Context: an optimization exercise on an open-source flow, tuned for small area, a short achievable clock period and few clock cycles. The choices shown serve that exercise and are no tape-out recipe.
The RTL was checked by simulation tests, not by an equivalence proof against the original design.
No activity file was given, so power comes from the tool's default toggle rates.

File: flow/run.sh
#!/bin/bash
# synth_recipe.tcl (not shown) runs the flow's synth.tcl, then flattens the netlist and writes it again
# the make line also repeats each setting of config.mk as NAME=value (left out here)
make -C /OpenROAD-flow-scripts/flow DESIGN_CONFIG=/design/flow/config.mk WORK_HOME=/design/flow/orfs CLKGATE_MAP_FILE= SYNTH_SCRIPT=/design/flow/synth_recipe.tcl finish
File: flow/config.mk
export PLATFORM = sky130hd
export DESIGN_NAME = miniature_sc
export DESIGN_NICKNAME = miniature_sc
export VERILOG_FILES = /design/flow/design.v
export SDC_FILE = /design/flow/constraint.sdc
export NUM_CORES = 4
export LEC_CHECK = 0
export CAP_MARGIN = 20
export CORE_MARGIN = 2
export CORE_UTILIZATION = 40
export PLACE_DENSITY = 0.4
export SETUP_SLACK_MARGIN = 4.5
export SLEW_MARGIN = 20
File: flow/constraint.sdc
create_clock -name core_clock -period 10.0 [get_ports {clk}]
set_input_delay 2.0000 -clock core_clock [delete_from_list [all_inputs] [get_ports {clk}]]
set_output_delay 2.0000 -clock core_clock [all_outputs]
set_load 0.01 [all_outputs]
File: flow/design.v
module miniature_sc (
    input  wire        clk,
    input  wire        rst,
    input  wire        host_we,
    input  wire [3:0]  host_addr,
    input  wire [15:0] host_wdata,
    output wire [15:0] host_rdata,
    output wire        ready,
    output wire        mem_en,
    output wire        mem_we,
    output wire [1:0]  mem_be,
    output wire [15:0] mem_addr,
    output wire [15:0] mem_wdata,
    input  wire [15:0] mem_rdata
);
    localparam [15:0] FB_W    = 16'hAD00;   
    localparam [15:0] BMP_W   = 16'hEE00;   
    localparam [7:0]  PAL_HI  = 8'hED;      
    localparam [6:0]  DESC_HI = 7'h7F;      
    localparam [7:0] OP_NOP = 8'h00, OP_CLEAR = 8'h01, OP_RD8 = 8'h02, OP_WR8 = 8'h03,
                     OP_RD16 = 8'h04, OP_WR16 = 8'h05, OP_ENCODE = 8'h10, OP_DECODE = 8'h11,
                     OP_SPR_SET = 8'h20, OP_SPR_GET = 8'h21, OP_SPR_SETROW = 8'h22,
                     OP_PAL_SET = 8'h28, OP_PAL_GET = 8'h29, OP_PSET = 8'h30,
                     OP_FILL = 8'h31, OP_RECT = 8'h32, OP_LINE = 8'h33, OP_FBGET = 8'h34,
                     OP_RASTER = 8'h40;
    localparam [4:0] S_IDLE = 5'd0,  S_EXEC = 5'd1,
                     S_RDW  = 5'd2,  S_RD2  = 5'd3,  S_WR2 = 5'd4, S_SPRW = 5'd5,
                     S_CLR  = 5'd6,  S_FILL = 5'd7,
                     S_RECT = 5'd8,  S_LNX = 5'd9,   S_LINE0 = 5'd22, S_LINE = 5'd10,
                     S_RF   = 5'd11, S_RFW  = 5'd12, S_RX = 5'd13, S_RY = 5'd14, S_RI = 5'd15,
                     S_RB   = 5'd16, S_RP1  = 5'd17, S_RP = 5'd18, S_RW = 5'd19,
                     S_SPRR = 5'd23, S_RDN = 5'd24, S_WRN = 5'd25;
    reg [4:0]  state;
    reg [15:0] cmd;
    reg [15:0] arg0, arg1, arg2, arg3, arg4;
    reg [15:0] res0;
    reg [4:0]  res1, res2;      
    reg [1:0]  scode;           
    reg [15:0] q0, q1, q2, q3;
    reg [17:0] q4;
    reg [1:0]  qf;
    reg [6:0]  rn;              
    reg [6:0]  rn1;             
    wire [19:0] rn2;            
    reg [15:0] wa;              
    reg        ngrp;            
    reg        nend;            
    wire [15:0] rd = mem_rdata;
    assign ready = (state == S_IDLE);
    msc_hread hread (
        .host_addr(host_addr), .cmd(cmd), .arg0(arg0), .arg1(arg1), .arg2(arg2),
        .arg3(arg3), .arg4(arg4), .res0(res0), .res1(res1), .res2(res2), .scode(scode),
        .host_rdata(host_rdata)
    );
    wire [7:0] opc  = cmd[7:0];
    wire [15:0] ncmd = host_wdata;
    wire a0_8  = |arg0[15:8];
    wire a1_8  = |arg1[15:8];
    wire a2_8  = |arg2[15:8];
    wire addr1_bad = |arg1[15:1];
    wire addr2_bad = addr1_bad || (arg1[0] && arg0 == 16'hFFFF);
    reg       legal;
    reg [1:0] ecode;
    always @(*) begin
        legal = (ncmd[15:8] == 8'h00);
        case (ncmd[7:0])
            OP_NOP, OP_CLEAR, OP_RD8, OP_WR8, OP_RD16, OP_WR16, OP_ENCODE, OP_DECODE,
            OP_SPR_SET, OP_SPR_GET, OP_SPR_SETROW, OP_PAL_SET, OP_PAL_GET, OP_PSET,
            OP_FILL, OP_RECT, OP_LINE, OP_FBGET, OP_RASTER: ;
            default: legal = 1'b0;
        endcase
        ecode = 2'd0;
        if (!legal) ecode = 2'd1;
        else case (ncmd[7:0])
            OP_RD8:        if (addr1_bad) ecode = 2'd3;
            OP_WR8:        if (addr1_bad) ecode = 2'd3; else if (a2_8) ecode = 2'd2;
            OP_RD16,
            OP_WR16:       if (addr2_bad) ecode = 2'd3;
            OP_ENCODE:     if (a0_8 || a1_8 || a2_8) ecode = 2'd2;
            OP_SPR_SET:    if (a0_8 || |arg1[15:3] || |arg2[15:3] || |arg3[15:4]) ecode = 2'd2;
            OP_SPR_GET:    if (a0_8 || |arg1[15:3] || |arg2[15:3]) ecode = 2'd2;
            OP_SPR_SETROW: if (a0_8 || |arg1[15:3]) ecode = 2'd2;
            OP_PAL_SET,
            OP_PAL_GET:    if (|arg0[15:4] || |arg1[15:4]) ecode = 2'd2;
            OP_FBGET:      if (|arg0[15:14]) ecode = 2'd2;
            default: ;
        endcase
    end
    wire ok = (scode == 2'd0);
    reg  f_line, f_rd16, f_wr16, f_clr, f_pset;
    wire is_line = f_line;
    wire is_rd16 = f_rd16;
    wire is_wr16 = f_wr16;
    wire is_clr  = f_clr;
    wire pset_on = (arg0[15:7] == 9'd0) && (arg1[15:7] == 9'd0);
    wire [7:0] sbyte = arg1[1] ? rd[15:8] : rd[7:0];
    wire [7:0] q0b   = arg1[1] ? q0[15:8] : q0[7:0];
    wire [16:0] e0 = {arg0[15], arg0};
    wire [16:0] e1 = {arg1[15], arg1};
    function [19:0] rca;
        input [19:0] a, b;
        input        ci;
        integer i;
        reg c;
        begin
            c = ci;
            for (i = 0; i < 20; i = i + 1) begin
                rca[i] = a[i] ^ b[i] ^ c;
                c = (a[i] & b[i]) | (c & (a[i] ^ b[i]));
            end
        end
    endfunction
    function [15:0] incdec;
        input [15:0] a;
        input        dec;
        integer i;
        reg [15:0] t;
        reg c;
        begin
            t = dec ? ~a : a;
            c = 1'b1;
            for (i = 0; i < 16; i = i + 1) begin
                incdec[i] = a[i] ^ c;
                c = c & t[i];
            end
        end
    endfunction
    assign rn2 = {4'd0, incdec({9'd0, rn1}, 1'b0)};
    wire [16:0] dxs = {arg2[15], arg2} + (is_line ? ~e0 : e0) + {16'd0, is_line};
    wire [16:0] dys = {arg3[15], arg3} + (is_line ? ~e1 : e1) + {16'd0, is_line};
    wire [15:0] q0s = incdec(q0, !qf[0]);
    wire [15:0] q1s = incdec(q1, !qf[1]);
    wire rect_empty = arg2[15] || arg2 == 16'd0 || arg3[15] || arg3 == 16'd0 ||
                      (!arg0[15] && |arg0[14:7]) || (!arg1[15] && |arg1[14:7]) ||
                      dxs[16] || dxs == 17'd0 || dys[16] || dys == 17'd0;
    wire [6:0] rxl = arg0[15] ? 7'd0 : arg0[6:0];
    wire [6:0] ryl = arg1[15] ? 7'd0 : arg1[6:0];
    wire [7:0] rxe = |dxs[15:7] ? 8'd128 : dxs[7:0];
    wire [7:0] rye = |dys[15:7] ? 8'd128 : dys[7:0];
    wire [6:0] cx = q0[6:0], cy = q1[6:0], xlo = q2[6:0];
    wire [7:0] xend = q3[7:0], yend = q4[7:0];
    wire [15:0] lx = q0, ly = q1, ldx = q2, ldy = q3;
    wire signed [17:0] lerr = q4;
    wire signed [19:0] le2  = {lerr[17], lerr, 1'b0};
    wire signed [19:0] ldx20 = {4'b0000, ldx}, ldy20 = {4'b0000, ldy};
    wire signed [17:0] ldx18 = {2'b00, ldx},   ldy18 = {2'b00, ldy};
    wire [19:0] l_t1 = le2 + ldy20;
    wire [19:0] l_t2 = ldx20 - le2;
    wire l_xs = !l_t1[19];                  
    wire l_ys = !l_t2[19];                  
    wire [17:0] dma  = ldx18 - ldy18;
    wire [17:0] lop  = l_ys ? (l_xs ? dma : ldx18) : (l_xs ? ~ldy18 : 18'd0);
    wire [17:0] lerr_n = lerr + lop + {17'd0, l_xs && !l_ys};
    wire line_on   = (lx[15:7] == 9'd0) && (ly[15:7] == 9'd0);
    wire line_last = (lx == arg2) && (ly == arg3);
    wire [15:0] bword = q0;
    wire [6:0]  X7 = q1[6:0], Y7 = q1[13:7];
    wire [7:0]  didx = q2[7:0];           
    wire [3:0]  dpal = q2[11:8];
    wire        xvis = q2[12], yvis = q2[13];
    wire [5:0]  c0 = q3[5:0], c1 = q3[11:6];
    wire        fx = q3[12], fy = q3[13];
    wire [1:0]  sz = q3[15:14];
    wire [5:0]  npc = q4[5:0], npr = q4[11:6], r1 = q4[17:12];    
    wire [2:0] nm1 = {sz == 2'd3, sz[1], |sz};
    wire [5:0] sm1 = {nm1, 3'b111};           
    function [13:0] clip;                     
        input [15:0] v;
        input [5:0]  s1;
        reg [19:0] t;                         
        reg vis;
        reg [5:0] lo, hi;
        begin
            t   = rca({13'd0, v[6:0]}, {14'd0, s1}, 1'b0);
            vis = v[15] ? (&v[15:6] && t[7]) : ~|v[15:7];
            lo  = v[15] ? (6'd0 - v[5:0]) : 6'd0;
            hi  = (!v[15] && t[7]) ? ~v[5:0] : s1;
            clip = {vis, lo, hi, 1'b0};
        end
    endfunction
    wire [13:0] rclip = clip(rd, sm1);
    wire       at_c1   = (npc == c1);
    wire [15:0] npc1   = incdec({10'd0, npc}, 1'b0);
    wire [15:0] npr1   = incdec({10'd0, npr}, 1'b0);
    wire [5:0] npc_a   = at_c1 ? c0 : npc1[5:0];
    wire [5:0] npr_a   = at_c1 ? npr1[5:0] : npr;
    wire       end_a   = at_c1 && (npr == r1);
    wire       grp_a   = at_c1 || (npc[1:0] == 2'b11);
    wire       last_n  = (rn == 7'd127);
    wire [5:0] ac   = npc;
    wire [5:0] ar   = npr;
    wire [2:0] stx  = (ac[5:3] ^ {3{fx}}) & nm1;
    wire [2:0] sty  = (ar[5:3] ^ {3{fy}}) & nm1;
    wire [7:0] bidx = didx + {1'b0, sty, 1'b0, stx};
    wire [1:0]  nk    = npc[1:0] ^ {2{fx}};
    reg  [3:0]  nib;
    always @(*) begin
        case (nk)
            2'd0: nib = bword[3:0];
            2'd1: nib = bword[7:4];
            2'd2: nib = bword[11:8];
            default: nib = bword[15:12];
        endcase
    end
    wire [15:0] p_pal = {PAL_HI, dpal, nib};
    wire [19:0] wx20 = rca({13'd0, X7}, {14'd0, npc}, 1'b0);
    wire [19:0] wy20 = rca({13'd0, Y7}, {14'd0, npr}, 1'b0);
    wire [6:0]  wx = wx20[6:0];
    wire [6:0]  wy = wy20[6:0];
    wire [15:0] b_addr = {3'b111, ~&bidx[7:5], bidx, ar[2:0] ^ {3{fy}}, ac[2] ^ fx};
    wire [11:0] bhi_c  = 12'hEE0 + {4'd0, arg0[7:0]};
    wire [15:0] spr_wa = {bhi_c, arg2[2:0], arg1[2]};
    wire [15:0] row_wa = {bhi_c, arg1[2:0], 1'b0};
    wire [15:0] w_addr = FB_W + {2'b00, wy, wx};
    wire [15:0] fb_q = FB_W + {2'b00, q1[6:0], q0[6:0]};
    wire [15:0] fb_a = FB_W + {2'b00, f_pset ? {arg1[6:0], arg0[6:0]} : arg0[13:0]};
    reg        p_en, p_we;
    reg [1:0]  p_be;
    reg [15:0] p_addr, p_wdata;
    reg [15:0] pa_addr;         
    always @(*) begin
        p_en    = 1'b0;
        p_we    = 1'b0;
        p_be    = 2'b11;
        p_wdata = arg2;
        p_addr  = fb_a;
        pa_addr = wa;
        case (state)
            S_EXEC: begin
                case (opc)
                    OP_RD8, OP_RD16: begin
                        p_en = ok; p_addr = {arg1[0], arg0[15:1]};
                    end
                    OP_WR8: begin
                        p_en = ok; p_we = 1'b1; p_addr = {arg1[0], arg0[15:1]};
                        p_be = arg0[0] ? 2'b10 : 2'b01;
                        p_wdata = {arg2[7:0], arg2[7:0]};
                    end
                    OP_WR16: begin
                        p_en = ok; p_we = 1'b1; p_addr = {arg1[0], arg0[15:1]};
                        p_be = arg0[0] ? 2'b10 : 2'b11;
                        p_wdata = arg0[0] ? {arg2[7:0], arg2[15:8]} : arg2;
                    end
                    OP_SPR_SET, OP_SPR_GET: begin
                        p_en = ok; p_addr = spr_wa;
                    end
                    OP_SPR_SETROW: begin
                        p_en = ok; p_we = 1'b1; p_addr = row_wa;
                    end
                    OP_PAL_SET: begin
                        p_en = ok; p_we = 1'b1; p_addr = {PAL_HI, arg0[3:0], arg1[3:0]};
                    end
                    OP_PAL_GET: begin
                        p_en = ok; p_addr = {PAL_HI, arg0[3:0], arg1[3:0]};
                    end
                    OP_PSET: begin
                        p_en = ok && pset_on; p_we = 1'b1;
                    end
                    OP_FBGET: begin
                        p_en = ok;
                    end
                    OP_RASTER: begin
                        p_en = ok; p_addr = {DESC_HI, 7'd0, 2'd3};
                    end
                    default: ;
                endcase
            end
            S_RDN: begin       
                p_en = 1'b1; p_addr = q0;
            end
            S_WR2: begin
                p_en = 1'b1; p_we = 1'b1;
                if (is_wr16) begin
                    p_addr = q0; p_be = 2'b01; p_wdata = {arg2[7:0], arg2[15:8]};
                end else begin
                    p_addr = row_wa | 16'd1; p_wdata = arg3;
                end
            end
            S_SPRW: begin      
                p_en = 1'b1; p_we = 1'b1; p_addr = spr_wa;
                p_be = arg1[1] ? 2'b10 : 2'b01;
                if (arg1[0]) p_wdata = {2{arg3[3:0], q0b[3:0]}};
                else         p_wdata = {2{q0b[7:4], arg3[3:0]}};
            end
            S_CLR, S_FILL: begin
                p_en = 1'b1; p_we = 1'b1; p_addr = q0;
                p_wdata = is_clr ? 16'h0000 : arg0;
            end
            S_RECT: begin
                p_en = 1'b1; p_we = 1'b1; p_wdata = arg4; p_addr = fb_q;
            end
            S_LINE: begin
                p_en = line_on; p_we = 1'b1; p_wdata = arg4; p_addr = fb_q;
            end
            S_RF: begin
                p_en = 1'b1; p_addr = {DESC_HI, rn, 2'd3};
            end
            S_RFW: begin
                p_en = !last_n; p_addr = {DESC_HI, rn1, 2'd3};
                pa_addr = {DESC_HI, rn, 2'd0};
            end
            S_RX: begin
                p_en = 1'b1; p_addr = {DESC_HI, rn, 2'd1};
            end
            S_RY: begin
                p_en = 1'b1; p_addr = {DESC_HI, rn, 2'd2};
            end
            S_RI: begin
                p_en = !(xvis && yvis) && !last_n; p_addr = {DESC_HI, rn1, 2'd3};
            end
            S_RB: begin
                p_en = 1'b1; p_addr = b_addr;
            end
            S_RP1, S_RP: begin
                p_en = 1'b1; p_addr = p_pal;
            end
            S_RW: begin
                if (nend) begin
                    p_en = !last_n; p_addr = {DESC_HI, rn1, 2'd3};
                end else begin
                    p_en = 1'b1; p_addr = ngrp ? b_addr : p_pal;
                end
            end
            default: ;
        endcase
    end
    msc_port port (
        .is_rw(state == S_RW), .is_rfw(state == S_RFW), .is_rp1(state == S_RP1), .nk(nk),
        .p_en(p_en), .p_we(p_we), .p_be(p_be), .p_addr(p_addr), .p_wdata(p_wdata),
        .pa_addr(pa_addr), .rd(rd),
        .mem_en(mem_en), .mem_we(mem_we), .mem_be(mem_be), .mem_addr(mem_addr),
        .mem_wdata(mem_wdata)
    );
    always @(posedge clk) begin
        if (rst) begin
            state  <= S_IDLE;
            cmd    <= 16'h0000;
            arg0   <= 16'h0000;
            arg1   <= 16'h0000;
            arg2   <= 16'h0000;
            arg3   <= 16'h0000;
            arg4   <= 16'h0000;
            res0   <= 16'h0000;
            res1   <= 5'd0;
            res2   <= 5'd0;
            scode  <= 2'd0;
        end else begin
            case (state)
                S_IDLE: begin
                    if (host_we) begin
                        case (host_addr)
                            4'h0: begin
                                cmd    <= host_wdata;
                                scode  <= ecode;
                                f_line <= (ncmd[7:0] == OP_LINE);
                                f_rd16 <= (ncmd[7:0] == OP_RD16);
                                f_wr16 <= (ncmd[7:0] == OP_WR16);
                                f_clr  <= (ncmd[7:0] == OP_CLEAR);
                                f_pset <= (ncmd[7:0] == OP_PSET);
                                qf     <= 2'b11;
                                state  <= S_EXEC;
                            end
                            4'h1: arg0 <= host_wdata;
                            4'h2: arg1 <= host_wdata;
                            4'h3: arg2 <= host_wdata;
                            4'h4: arg3 <= host_wdata;
                            4'h5: arg4 <= host_wdata;
                            default: ;
                        endcase
                    end
                end
                S_EXEC: begin
                    state <= S_IDLE;
                    if (ok) begin
                        case (opc)
                            OP_CLEAR: begin q0 <= 16'd0; state <= S_CLR; end
                            OP_RD8, OP_SPR_GET, OP_PAL_GET, OP_FBGET: state <= S_RDW;
                            OP_RD16: begin q0 <= {arg1[0], arg0[15:1]}; state <= S_RDW; end
                            OP_WR16: begin
                                q0 <= {arg1[0], arg0[15:1]};
                                if (arg0[0]) state <= S_WRN;
                            end
                            OP_SPR_SETROW: state <= S_WR2;
                            OP_SPR_SET: state <= S_SPRR;
                            OP_ENCODE: res0 <= {1'b1, arg0[7:3], arg1[7:3], arg2[7:3]};
                            OP_DECODE: begin
                                res0 <= {8'h00, arg0[14:10], 3'b000};
                                res1 <= arg0[9:5];
                                res2 <= arg0[4:0];
                            end
                            OP_FILL: begin q0 <= FB_W; state <= S_FILL; end
                            OP_RECT: if (!rect_empty) begin
                                q0 <= {9'd0, rxl}; q1 <= {9'd0, ryl};
                                q2[6:0] <= rxl; q3[7:0] <= rxe; q4[7:0] <= rye;
                                state <= S_RECT;
                            end
                            OP_LINE: begin
                                q0 <= dxs[16] ? ~dxs[15:0] : dxs[15:0];
                                q1 <= dys[16] ? ~dys[15:0] : dys[15:0];
                                q4[3:0] <= {!dys[16] && dys != 17'd0, !dxs[16] && dxs != 17'd0,
                                            dys[16], dxs[16]};
                                state <= S_LNX;
                            end
                            OP_RASTER: begin rn <= 7'd0; rn1 <= 7'd1; state <= S_RFW; end
                            default: ;
                        endcase
                    end
                end
                S_RDW: begin
                    state <= S_IDLE;
                    case (opc)
                        OP_RD8:  res0 <= {8'h00, arg0[0] ? rd[15:8] : rd[7:0]};
                        OP_RD16: begin
                            if (arg0[0]) begin
                                res0[7:0] <= rd[15:8];
                                q0 <= q0s;
                                state <= S_RDN;
                            end else begin
                                res0 <= rd;
                            end
                        end
                        OP_SPR_GET: res0 <= {12'h000, arg1[0] ? sbyte[7:4] : sbyte[3:0]};
                        default: res0 <= rd;    
                    endcase
                end
                S_RDN: state <= S_RD2;
                S_RD2: begin res0[15:8] <= rd[7:0]; state <= S_IDLE; end
                S_WRN: begin q0 <= q0s; state <= S_WR2; end
                S_WR2:  state <= S_IDLE;
                S_SPRR: begin q0 <= rd; state <= S_SPRW; end
                S_SPRW: state <= S_IDLE;
                S_CLR: begin
                    q0 <= q0s;
                    if (q0 == 16'hFFFF) state <= S_IDLE;
                end
                S_FILL: begin
                    q0 <= q0s;
                    if (q0 == FB_W + 16'h3FFF) state <= S_IDLE;
                end
                S_RECT: begin
                    if (q0s[7:0] == xend) begin
                        q0[6:0] <= xlo;
                        q1[6:0] <= q1s[6:0];
                        if (q1s[7:0] == yend) state <= S_IDLE;
                    end else begin
                        q0[6:0] <= q0s[6:0];
                    end
                end
                S_LNX: begin
                    q2 <= q4[0] ? q0s : q0;
                    q3 <= q4[1] ? q1s : q1;
                    q0 <= arg0;
                    q1 <= arg1;
                    qf <= q4[3:2];
                    state <= S_LINE0;
                end
                S_LINE0: begin
                    q4 <= dma;
                    state <= S_LINE;
                end
                S_LINE: begin
                    if (line_last) begin
                        state <= S_IDLE;
                    end else begin
                        q4 <= lerr_n;
                        if (l_xs) q0 <= q0s;
                        if (l_ys) q1 <= q1s;
                    end
                end
                S_RF: state <= S_RFW;
                S_RFW: begin
                    q3[15:12] <= {rd[4:3], rd[2], rd[1]};
                    if (rd[0]) begin
                        state <= S_RX;
                    end else if (last_n) begin
                        state <= S_IDLE;
                    end else begin
                        rn <= rn1; rn1 <= rn2[6:0];
                    end
                end
                S_RX: begin
                    q1[6:0]  <= rd[6:0];
                    q2[12]   <= rclip[13];
                    q3[11:0] <= {rclip[6:1], rclip[12:7]};    
                    q4[5:0]  <= rclip[12:7];                  
                    state    <= S_RY;
                end
                S_RY: begin
                    q1[13:7] <= rd[6:0];
                    q2[13]   <= rclip[13];
                    q4[11:6] <= rclip[12:7];                  
                    q4[17:12] <= rclip[6:1];                  
                    state    <= S_RI;
                end
                S_RI: begin
                    q2[11:0] <= {rd[11:8], rd[7:0] + 8'hE0};
                    nend <= 1'b0;
                    if (xvis && yvis)  state <= S_RB;
                    else if (last_n)   state <= S_IDLE;
                    else begin rn <= rn1; rn1 <= rn2[6:0]; state <= S_RFW; end
                end
                S_RB: state <= S_RP1;
                S_RP1, S_RP: begin
                    if (state == S_RP1) q0 <= rd;
                    wa <= w_addr;
                    q4[11:0] <= {npr_a, npc_a};
                    ngrp <= grp_a;
                    nend <= end_a;
                    state <= S_RW;
                end
                S_RW: begin
                    if (rd[15]) begin
                        if (nend) begin
                            if (last_n) state <= S_IDLE;
                            else begin rn <= rn1; rn1 <= rn2[6:0]; state <= S_RF; end
                        end else begin
                            state <= ngrp ? S_RB : S_RP;
                        end
                    end else if (nend) begin
                        if (last_n) state <= S_IDLE;
                        else begin rn <= rn1; rn1 <= rn2[6:0]; state <= S_RFW; end
                    end else if (ngrp) begin
                        state <= S_RP1;
                    end else begin
                        wa <= w_addr;
                        q4[11:0] <= {npr_a, npc_a};
                            ngrp <= grp_a;
                        nend <= end_a;
                    end
                end
                default: state <= S_IDLE;
            endcase
        end
    end
endmodule
module msc_port (
    input  wire        is_rw, is_rfw, is_rp1,
    input  wire [1:0]  nk,
    input  wire        p_en, p_we,
    input  wire [1:0]  p_be,
    input  wire [15:0] p_addr, p_wdata, pa_addr,
    input  wire [15:0] rd,
    output wire        mem_en, mem_we,
    output wire [1:0]  mem_be,
    output wire [15:0] mem_addr, mem_wdata
);
    wire lsel = (is_rw && rd[15]) || (is_rfw && rd[0]);
    reg [3:0] nib;
    always @(*) begin
        case (nk)
            2'd0: nib = rd[3:0];
            2'd1: nib = rd[7:4];
            2'd2: nib = rd[11:8];
            default: nib = rd[15:12];
        endcase
    end
    assign mem_en    = lsel || p_en;
    assign mem_we    = lsel ? is_rw : p_we;
    assign mem_be    = p_be;
    assign mem_addr  = lsel ? pa_addr : {p_addr[15:4], is_rp1 ? nib : p_addr[3:0]};
    assign mem_wdata = is_rw ? rd : p_wdata;
endmodule
module msc_hread (
    input  wire [3:0]  host_addr,
    input  wire [15:0] cmd, arg0, arg1, arg2, arg3, arg4, res0,
    input  wire [4:0]  res1, res2,
    input  wire [1:0]  scode,
    output reg  [15:0] host_rdata
);
    always @(*) begin
        case (host_addr)
            4'h0: host_rdata = cmd;
            4'h1: host_rdata = arg0;
            4'h2: host_rdata = arg1;
            4'h3: host_rdata = arg2;
            4'h4: host_rdata = arg3;
            4'h5: host_rdata = arg4;
            4'h6: host_rdata = res0;
            4'h7: host_rdata = {8'h00, res1, 3'b000};
            4'h8: host_rdata = {8'h00, res2, 3'b000};
            4'h9: host_rdata = {10'd0, scode, 3'b000, |scode};
            4'hA: host_rdata = 16'h0080;
            4'hB: host_rdata = 16'h0080;
            default: host_rdata = 16'h0000;
        endcase
    end
endmodule
==> results of run 1 <==
## what timing repair did
| item | in CTS | in global routing |
|---|---|---|
| pin swaps | 47 | 47 |
| resized for setup | 333 | 79 |
| setup buffers | 97 | 31 |
| endpoints found under the setup margin | 83 | 66 |
| gates cloned | 6 | 2 |
## cell type report
type,count,area share
clock buffers,44,0.03112
clock inverters,17,0.006711
flip-flops and latches,248,0.2075
inverters,85,0.01162
multi-input cells,2605,0.6043
repair buffers,337,0.1058
diodes,3,0.0002517
well taps,782,0.03280
## worst min-delay path, cell delays in order (launching register included)
cell and delay (ps):
dfxtp_1 300, nand2_1 50, a21oi_1 50
## routing by layer
metal	wire, um	part of all wire
met1	52810	0.37
met2	59550	0.42
met3	17810	0.13
met4	12040	0.085
met5	33	0.00023
## stage by stage
stage / worst slack [ps] / instances / power, mW
final: 4443 / 4121 / 3.159
after detailed placement: 2592 / 3920 / 1.787
after global routing: 4335 / 4118 / 3.218
after floorplan: 4525 / 3200 / 1.515
after CTS: 4387 / 4084 / 3.116
after global placement: 2822 / 3920 / 1.783
## power by group
part / switching [mW] / leakage (nW) / internal (mW) / total [mW]
registers: 0.0478 / 2.13 / 1.08 / 1.13
logic: 0.480 / 8.52 / 0.273 / 0.753
clock network: 0.557 / 0.545 / 0.722 / 1.28
## synth_stat cells (14+ instances only)
library cell / n / area [um^2]
nor3_1: 67 / 335.3
o21ai_0: 158 / 790.8
fa_1: 16 / 320.3
or4_1: 15 / 112.6
or3_1: 31 / 193.9
nor2b_1: 33 / 206.5
o211ai_1: 19 / 142.6
o22ai_1: 18 / 112.6
a211oi_1: 47 / 352.8
mux2i_1: 60 / 600.6
nand4_1: 36 / 225.2
inv_1: 84 / 315.3
a31oi_1: 28 / 175.2
nand2_1: 442 / 1659
nor4_1: 32 / 200.2
xor2_1: 117 / 1025
a221oi_1: 43 / 376.6
a21oi_1: 296 / 1481
xnor2_1: 168 / 1471
o21a_1: 15 / 112.6
and2_1: 15 / 93.84
ha_1: 124 / 1551
edfxtp_1: 119 / 3573
o221ai_1: 28 / 245.2
and3_1: 21 / 131.4
nand2b_1: 23 / 143.9
clkbuf_1: 224 / 840.8
a21o_1: 41 / 307.8
or2_2: 14 / 87.58
buf_1: 24 / 90.09
nor2_1: 271 / 1017
nand3_1: 94 / 470.5
a22oi_1: 75 / 563.0
mux2_2: 21 / 236.5
dfxtp_1: 129 / 2582
a222oi_1: 57 / 570.6
## registers in the layout, indices dropped and copies added, names as in the netlist, 2 cells and up
name and flops:
q4 18, state 5, q1 16, wa 15, arg1 16, rn1 7, arg2 16, scode 2
q2 16, q3 16, res2 5, cmd 16, rn 7, arg4 16, qf 2, arg0 16
res1 5, arg3 16, q0 16, res0 16
## cell usage in the layout (no fill, tap or decap), drive strengths merged, types with 23 or more instances in the layout
master,instances
or3,32
dfxtp,129
a211oi,47
buf,254
nand4,36
a31oi,28
o221ai,28
clkbuf,52
clkdlybuf4s50,34
a21oi,296
nor2,271
nor4,33
mux2i,60
ha,124
mux2,23
a21o,41
xor2,117
a22oi,77
edfxtp,119
nand2,442
inv,84
xnor2,168
o21ai,162
nor2b,33
a221oi,44
nor3,67
a222oi,57
nand3,94
nand2b,23
## logic make-up after synthesis
group                    count (synthesis)
AO/OA/AOI/OAI                          951
XOR/XNOR                               286
multiplexers                            91
adder cells (fa/ha/maj)                140
buffers and inverters                  347
flip-flops                             248
AND/OR/NAND/NOR                       1137
## worst paths after layout
| path | to | slack, ps | cells after the start |
|---|---|---|---|
| worst max-delay path | mem_wdata[1] | 4440 | 10 |
| worst min-delay path | arg0[14]$_SDFFE_PP0P_ | 460 | 2 |
| worst max register to register | q4[16]$_DFFE_PP_ | 4660 | 26 |
| worst min register to register | arg0[14]$_SDFFE_PP0P_ | 460 | 2 |
==> impl_metrics.py, run 1 <==
metrics = {
    "floorplanning": {
        "die_area_um2": 63470,
        "die_h_um": 251.9,
        "num_io_pins": 92,
        "core_area_um2": 60580,
        "rows": 90,
        "die_w_um": 251.9,
        "start_util": 0.4059,
    },
    "synthesis": {
        "synth-seq-cells": 248,
        "syn-instance-count": 3200,
        "synth_nets": 3379,
        "ys_dominant_reg_cell": "dfxtp_1",
        "synth-xor-area-share": 0.1024,
        "async_reset_ff_frac": 0,
        "synth_compound_area_frac": 0.2608,
        "syn_area_um2": 24590,
        "yosys_warnings": 3,
        "synth_top_family_by_area": "compound AO/OA/AOI/OAI gates",
        "syn_avg_cell_area_um2": 7.684,
        "synthAdderAreaFrac": 0.07612,
        "synth.area.mux_share": 0.04259,
        "seq_area_frac_synth": 0.2504,
        "ys_types": 100,
        "synth_edf_count": 119,
        "synth-simple-area-share": 0.2134,
    },
    "critical_path": {
        "slowest_delay_ps": 510,
        "crit_buf_inv": 3,
        "worstPathCellList": "buf_6 -> nor2_2 -> and3_4 -> nor2b_1 -> buf_6 -> a222oi_1 -> nand2_1 -> a221oi_4 -> a21oi_1 -> clkdlybuf4s50_1",
        "crit_family": "compound AO/OA/AOI/OAI gates",
        "cp-start-kind": "flop",
        "r2r_start": "q4[4]$_DFFE_PP_",
        "critPathMaxFanout": 22,
        "crit_type": "reg2out",
        "end_kind": "output port",
        "cp_slowest_cell": "a222oi_1",
        "arrival_ps": 3560,
        "critPathLaunch": "state[4]$_SDFFE_PP0P_",
        "cp_common_cell": "buf_6",
        "worstPathRequired_ps": 8000,
    },
    "global_route": {
        "grt_pass1_vias": 26650,
        "grt_pass1_wl_um": 198600,
        "top_usage_layer": "met2",
        "grt_start_max_net_pins": 95,
        "antenna_found_initial": 7,
        "use_met3": 0.1204,
        "gr-usage-met1": 0.5420,
        "met2_usage": 0.6517,
        "groute.usage.overall": 0.4350,
        "grt-ovfl-total": 0,
    },
    "sta": {
        "fin_crit_sh": 0.5557,
        "slew_violations": 0,
        "period_minus_slack_ps": 5557,
        "fin_setup_tns_ps": 0,
        "timing.final.hold_violations": 0,
        "fin_skew_ps": 34.14,
        "rsz0062_at_grt": "true",
        "holdWs_ps": 455.3,
        "clock.fmax_ghz": 0.1800,
        "max-slew-margin-rel": 0.1829,
        "setup_viol": 0,
        "worstMarginPinSlew_ps": 1226,
    },
    "min_path": {
        "min-delay-path-class": "reg2reg",
        "min_from": "arg0[14]$_SDFFE_PP0P_",
    },
    "routing": {
        "drc": 0,
        "dr.first_iter.drc_count": 4915,
        "ant_nets": 0,
        "via_count": 28410,
        "routedWlPerCell_um": 34.52,
        "routed_wl_um": 142200,
        "viasPerCell": 6.895,
        "drtPass1Iterations": 12,
    },
    "layout": {
        "multiInputGateArea_um2": 18020,
        "nFillCells": 6076,
        "layout.nets": 3490,
        "area_growth_syn_to_layout_pct": 21.32,
        "seqCellArea_um2": 6188,
        "fin_area_um2": 29830,
        "utilization": 0.4924,
        "drive_above_1_share": 0.1682,
    },
    "clock_tree": {
        "clock_latency_ps": 590,
        "clkTransAtPathRegs_ps": 70,
        "holdBufCountCts": 0,
        "clock-sinks": 248,
        "htreeDepth": 2,
        "cts_tree": "done",
        "root_buffer": "clkbuf_16",
        "clk_path_buf_depth": 3,
        "cts_buffers": 34,
    },
    "placement": {
        "dp_hpwl_um": 100600,
        "io_buffers": 91,
        "post_dp_cell_area_um2": 26360,
        "place_congestion": 1.013,
    },
    "power_and_ir_drop": {
        "ir_worst_vdd_mv": 0.1261,
        "p_per_area_nw_per_um2": 105.9,
        "p_leak_nw": 11.19,
    },
    "status": {
        "status": "timing/DRC/antenna clean",
    },
    "flow_run": {
        "drv_cap": 0,
    },
}
Testbench counts, summed over its fixed seeds: cycles 665,952.
==> inputs of run 2 (changes only) <==
--- a/flow/design.v
+++ b/flow/design.v
@@ -41,6 +41,7 @@
     reg [1:0]  qf;
     reg [6:0]  rn;              
     reg [6:0]  rn1;             
+    reg [7:0]  tb;              
     wire [19:0] rn2;            
     reg [15:0] wa;              
     reg        ngrp;            
@@ -187,11 +188,13 @@
     wire       end_a   = at_c1 && (npr == r1);
     wire       grp_a   = at_c1 || (npc[1:0] == 2'b11);
     wire       last_n  = (rn == 7'd127);
-    wire [5:0] ac   = npc;
-    wire [5:0] ar   = npr;
+    wire       at_ri  = (state == S_RI);
+    wire [7:0] ribase = rd[7:0] + 8'hE0;
+    wire [5:0] ac   = at_ri ? npc : npc_a;
+    wire [5:0] ar   = at_ri ? npr : npr_a;
     wire [2:0] stx  = (ac[5:3] ^ {3{fx}}) & nm1;
     wire [2:0] sty  = (ar[5:3] ^ {3{fy}}) & nm1;
-    wire [7:0] bidx = didx + {1'b0, sty, 1'b0, stx};
+    wire [7:0] tb_n = (at_ri ? ribase : didx) + {1'b0, sty, 1'b0, stx};
     wire [1:0]  nk    = npc[1:0] ^ {2{fx}};
     reg  [3:0]  nib;
     always @(*) begin
@@ -207,7 +210,7 @@
     wire [19:0] wy20 = rca({13'd0, Y7}, {14'd0, npr}, 1'b0);
     wire [6:0]  wx = wx20[6:0];
     wire [6:0]  wy = wy20[6:0];
-    wire [15:0] b_addr = {3'b111, ~&bidx[7:5], bidx, ar[2:0] ^ {3{fy}}, ac[2] ^ fx};
+    wire [15:0] b_addr = {3'b111, ~&tb[7:5], tb, npr[2:0] ^ {3{fy}}, npc[2] ^ fx};
     wire [11:0] bhi_c  = 12'hEE0 + {4'd0, arg0[7:0]};
     wire [15:0] spr_wa = {bhi_c, arg2[2:0], arg1[2]};
     wire [15:0] row_wa = {bhi_c, arg1[2:0], 1'b0};
@@ -493,7 +496,8 @@
                     state    <= S_RI;
                 end
                 S_RI: begin
-                    q2[11:0] <= {rd[11:8], rd[7:0] + 8'hE0};
+                    q2[11:0] <= {rd[11:8], ribase};
+                    tb <= tb_n;
                     nend <= 1'b0;
                     if (xvis && yvis)  state <= S_RB;
                     else if (last_n)   state <= S_IDLE;
@@ -504,6 +508,7 @@
                     if (state == S_RP1) q0 <= rd;
                     wa <= w_addr;
                     q4[11:0] <= {npr_a, npc_a};
+                    tb <= tb_n;
                     ngrp <= grp_a;
                     nend <= end_a;
                     state <= S_RW;
@@ -524,7 +529,8 @@
                     end else begin
                         wa <= w_addr;
                         q4[11:0] <= {npr_a, npc_a};
-                            ngrp <= grp_a;
+                        tb <= tb_n;
+                        ngrp <= grp_a;
                         nend <= end_a;
                     end
                 end
--- a/flow/config.mk
+++ b/flow/config.mk
@@ -8,6 +8,6 @@
 export CAP_MARGIN = 20
 export CORE_MARGIN = 2
 export CORE_UTILIZATION = 40
-export PLACE_DENSITY = 0.4
-export SETUP_SLACK_MARGIN = 4.5
+export PLACE_DENSITY = 0.6
+export SETUP_SLACK_MARGIN = 4.7
 export SLEW_MARGIN = 20
==> impl_metrics.py, run 2 <==
metrics = {
    "status": {
        "status": "timing/DRC/antenna clean",
    },
    "global_route": {
        "grt_pass1_wl_um": 193600,
        "grt_start_max_net_pins": 70,
        "grt-ovfl-total": 0,
        "grt_pass1_vias": 26830,
        "groute.usage.overall": 0.4008,
        "antenna_found_initial": 13,
    },
    "clock_tree": {
        "clk_path_buf_depth": 3,
        "root_buffer": "clkbuf_16",
        "cts_buffers": 31,
        "clock-sinks": 256,
        "htreeDepth": 1,
        "cts_tree": "done",
        "holdBufCountCts": 0,
        "clock_latency_ps": 630,
        "clkTransAtPathRegs_ps": 60,
    },
    "routing": {
        "dr.first_iter.drc_count": 5890,
        "wl_met3_um": 21060,
        "drc": 0,
        "via_count": 30040,
        "routed_wl_um": 139000,
        "drtPass1Iterations": 17,
        "wl_met1_um": 49510,
        "routed.top_layer": "met5",
        "met2_length_um": 54780,
        "ant_nets": 0,
        "routedWlPerCell_um": 31.86,
        "viasPerCell": 6.884,
    },
    "critical_path": {
        "crit_type": "reg2out",
        "worstPathRequired_ps": 8000,
        "arrival_ps": 3590,
        "end_kind": "output port",
        "cp-start-kind": "flop",
        "critPathMaxFanout": 5,
    },
    "floorplanning": {
        "start_util": 0.4040,
        "die_w_um": 256.2,
        "num_io_pins": 92,
        "rows": 92,
        "core_area_um2": 62970,
        "die_h_um": 256.2,
        "die_area_um2": 65640,
    },
    "sta": {
        "timing.final.hold_violations": 0,
        "fin_crit_sh": 0.5587,
        "slew_violations": 0,
        "max-slew-margin-rel": 0.1990,
        "fin_setup_tns_ps": 0,
        "period_minus_slack_ps": 5587,
        "holdWs_ps": 457.4,
        "clock.fmax_ghz": 0.1790,
        "rsz0062_at_grt": "true",
        "fin_skew_ps": 16.87,
        "worstMarginPinSlew_ps": 1202,
        "setup_viol": 0,
    },
    "synthesis": {
        "netlist_top_cells_count": "500 x nand2_1, 323 x a21oi_1, 247 x clkbuf_1",
        "ys_dominant_reg_cell": "dfxtp_1",
        "yosys_warnings": 3,
        "netlist_top_cells_area": "edfxtp_1 15%, dfxtp_1 10%, nand2_1 7.4%, a21oi_1 6.4%, ha_1 6.0%",
        "async_reset_ff_frac": 0,
        "synth_nets": 3528,
        "syn_area_um2": 25440,
        "synth_edf_count": 127,
        "synth_top_area_frac": 0.1499,
        "seq_area_frac_synth": 0.2514,
        "ys_types": 89,
        "syn_avg_cell_area_um2": 7.594,
        "yosysMostFrequentCell": "nand2_1",
        "synth-seq-cells": 256,
        "syn-instance-count": 3350,
        "yosys.area.top_type": "edfxtp_1",
    },
    "power_and_ir_drop": {
        "pwr-share-comb": 0.270,
        "finalPower_mw": 3.226,
        "intPower_mw": 2.112,
        "switchingPower_mw": 1.114,
        "ir_worst_vdd_mv": 0.1407,
        "swShare": 0.3452,
        "p_per_area_nw_per_um2": 103.0,
        "p_leak_nw": 11.94,
        "pwr-share-clk": 0.361,
        "p_seq_frac": 0.369,
    },
    "layout": {
        "utilization": 0.4973,
        "regMostFlops": "q4",
        "final_cell_mix": "489 x nand2_1, 299 x a21oi_1, 245 x buf_4",
        "layout.nets": 3665,
        "largest_reg_flops": 18,
        "area_growth_syn_to_layout_pct": 23.09,
        "instances_no_fill": 4364,
        "final_common_cell": "nand2_1",
        "drive_above_1_share": 0.1732,
    },
    "placement": {
        "dp_hpwl_um": 92130,
        "io_buffers": 91,
        "place_congestion": 1.089,
        "placed_cells": 4102,
    },
    "min_path": {
        "min-delay-path-class": "reg2reg",
    },
    "flow_run": {
        "drv_cap": 0,
    },
}
## run 2: cell types whose count changed after synthesis, moves of 23 or more
cell,delta
o21ai_0,+28
nor2_1,-30
nand2_1,+58
clkbuf_1,+23
a21oi_1,+27
## run 2: kinds of logic (layout without fill, tap and decap cells)
kind of cell               after synthesis  after routing  share of synthesized area
and+or+nand+nor                       1209           1210                     0.2209
DFF                                    256            256                     0.2514
buffers and inverters                  372            531                    0.05543
muxes                                   80             80                    0.03639
AOI/OAI and AO/OA                     1008           1008                     0.2616
other                                    0              8                          0
adders and majority gates              139            139                    0.07308
xor gates and xnor gates               286            286                     0.1012
## run 2: routing by layer
metal,track usage,vias up
met3,0.1475,814
met2,0.5671,2638
li1,-,12640
met1,0.4995,13950
met5,0,-
met4,0.2872,6
## run 2: repair_timing
action / 4_1_cts / 5_1_grt
gates resized for setup: 406 / 113
endpoints found under the hold margin: 0 / 0
endpoints found under the setup margin: 122 / 106
pin swaps: 41 / 44
cloned: 10 / 4
setup buffers: 121 / 63
## run 2: worst paths after layout
kind	start	endpoint	slack (ps)	depth (start not counted)
max	state[3]$_SDFFE_PP0P_	mem_addr[2]	4410	14
min	arg0[1]$_SDFFE_PP0P_	arg0[1]$_SDFFE_PP0P_	460	2
max reg2reg	q4[1]$_DFFE_PP_	q4[16]$_DFFE_PP_	4840	26
min reg2reg	arg0[1]$_SDFFE_PP0P_	arg0[1]$_SDFFE_PP0P_	460	2
## run 2: per-stage QoR
step / setup slack (ps) / cell area, um^2
floorplan: 4710 / 25450
global placement: 2759 / 27150
detailed placement: 2763 / 27150
CTS: 4456 / 30280
global route: 4457 / 31300
finish: 4413 / 31320
## run 2: final cells by class
cell class	count	area [um^2]
inverters	88	345.3
flip-flops and latches	256	6427
multi-input cells	2723	18710
fillers	6184	31650
well taps	846	1059
diodes	8	20.02
clock buffers	41	863.3
clock inverters	15	145.1
repair buffers	387	3742
## run 2: worst max-delay path, stage by stage, from the launching register on
cell	delay (ps)
dfxtp_4	370
buf_12	120
nor2_4	40
nand2_2	80
buf_6	120
nor3_4	40
buf_6	150
buf_12	120
a222oi_1	580
nand3_2	350
a221oi_2	270
nand4_1	130
o211ai_1	230
o21ai_1	170
buf_2	180
## run 2: power by group through the flow
stage               Combinational, mW  Sequential, mW  Clock (mW)
global route                    0.903            1.19        1.20
global placement                0.702            1.21           0
finish                          0.872            1.19        1.16
CTS                             0.784            1.18        1.16
floorplan                       0.474            1.16           0
detailed placement              0.702            1.21           0
Testbench counts of run 2, summed over its fixed seeds: cycles 665,952.

## separate check: timing with driven ports
The results above use ideal ports. As a check the final layouts listed here were re-extracted and re-timed, cells and wires unchanged.
Step 1 (the two cells are an assumption about what drives the block):
set clk [get_ports {clk}]
set_driving_cell -lib_cell sky130_fd_sc_hd__clkbuf_16 $clk
set_driving_cell -lib_cell sky130_fd_sc_hd__buf_2 [delete_from_list [all_inputs] $clk]
Step 2 moves the port delays by t, midway between the first and last clock arrival at a register: inputs arrive t later, outputs are due t later. That takes back most of the time a late clock gives input paths.
Slacks: no drivers / after step 1 / after step 2; pairs: no drivers / after step 1.
run | t, ns | slack for setup (ns) | hold slack, ns | slew at the worst register clock pin (ns) | worst data-port slew with drivers (ns)
run 1 | 0.641 | 4.443 / 4.378 / 4.021 | 0.455 / 0.455 / 0.455 | 0.07 / 0.07 | 0.11
run 2 | 0.696 | 4.413 / 4.342 / 4.483 | 0.457 / 0.457 / 0.457 | 0.07 / 0.07 | 0.15
After both steps setup and hold are still met in every run listed. For run 1, which loses most, drivers alone change the setup slack by -0.065 ns; drivers and shift together by -0.422 ns.
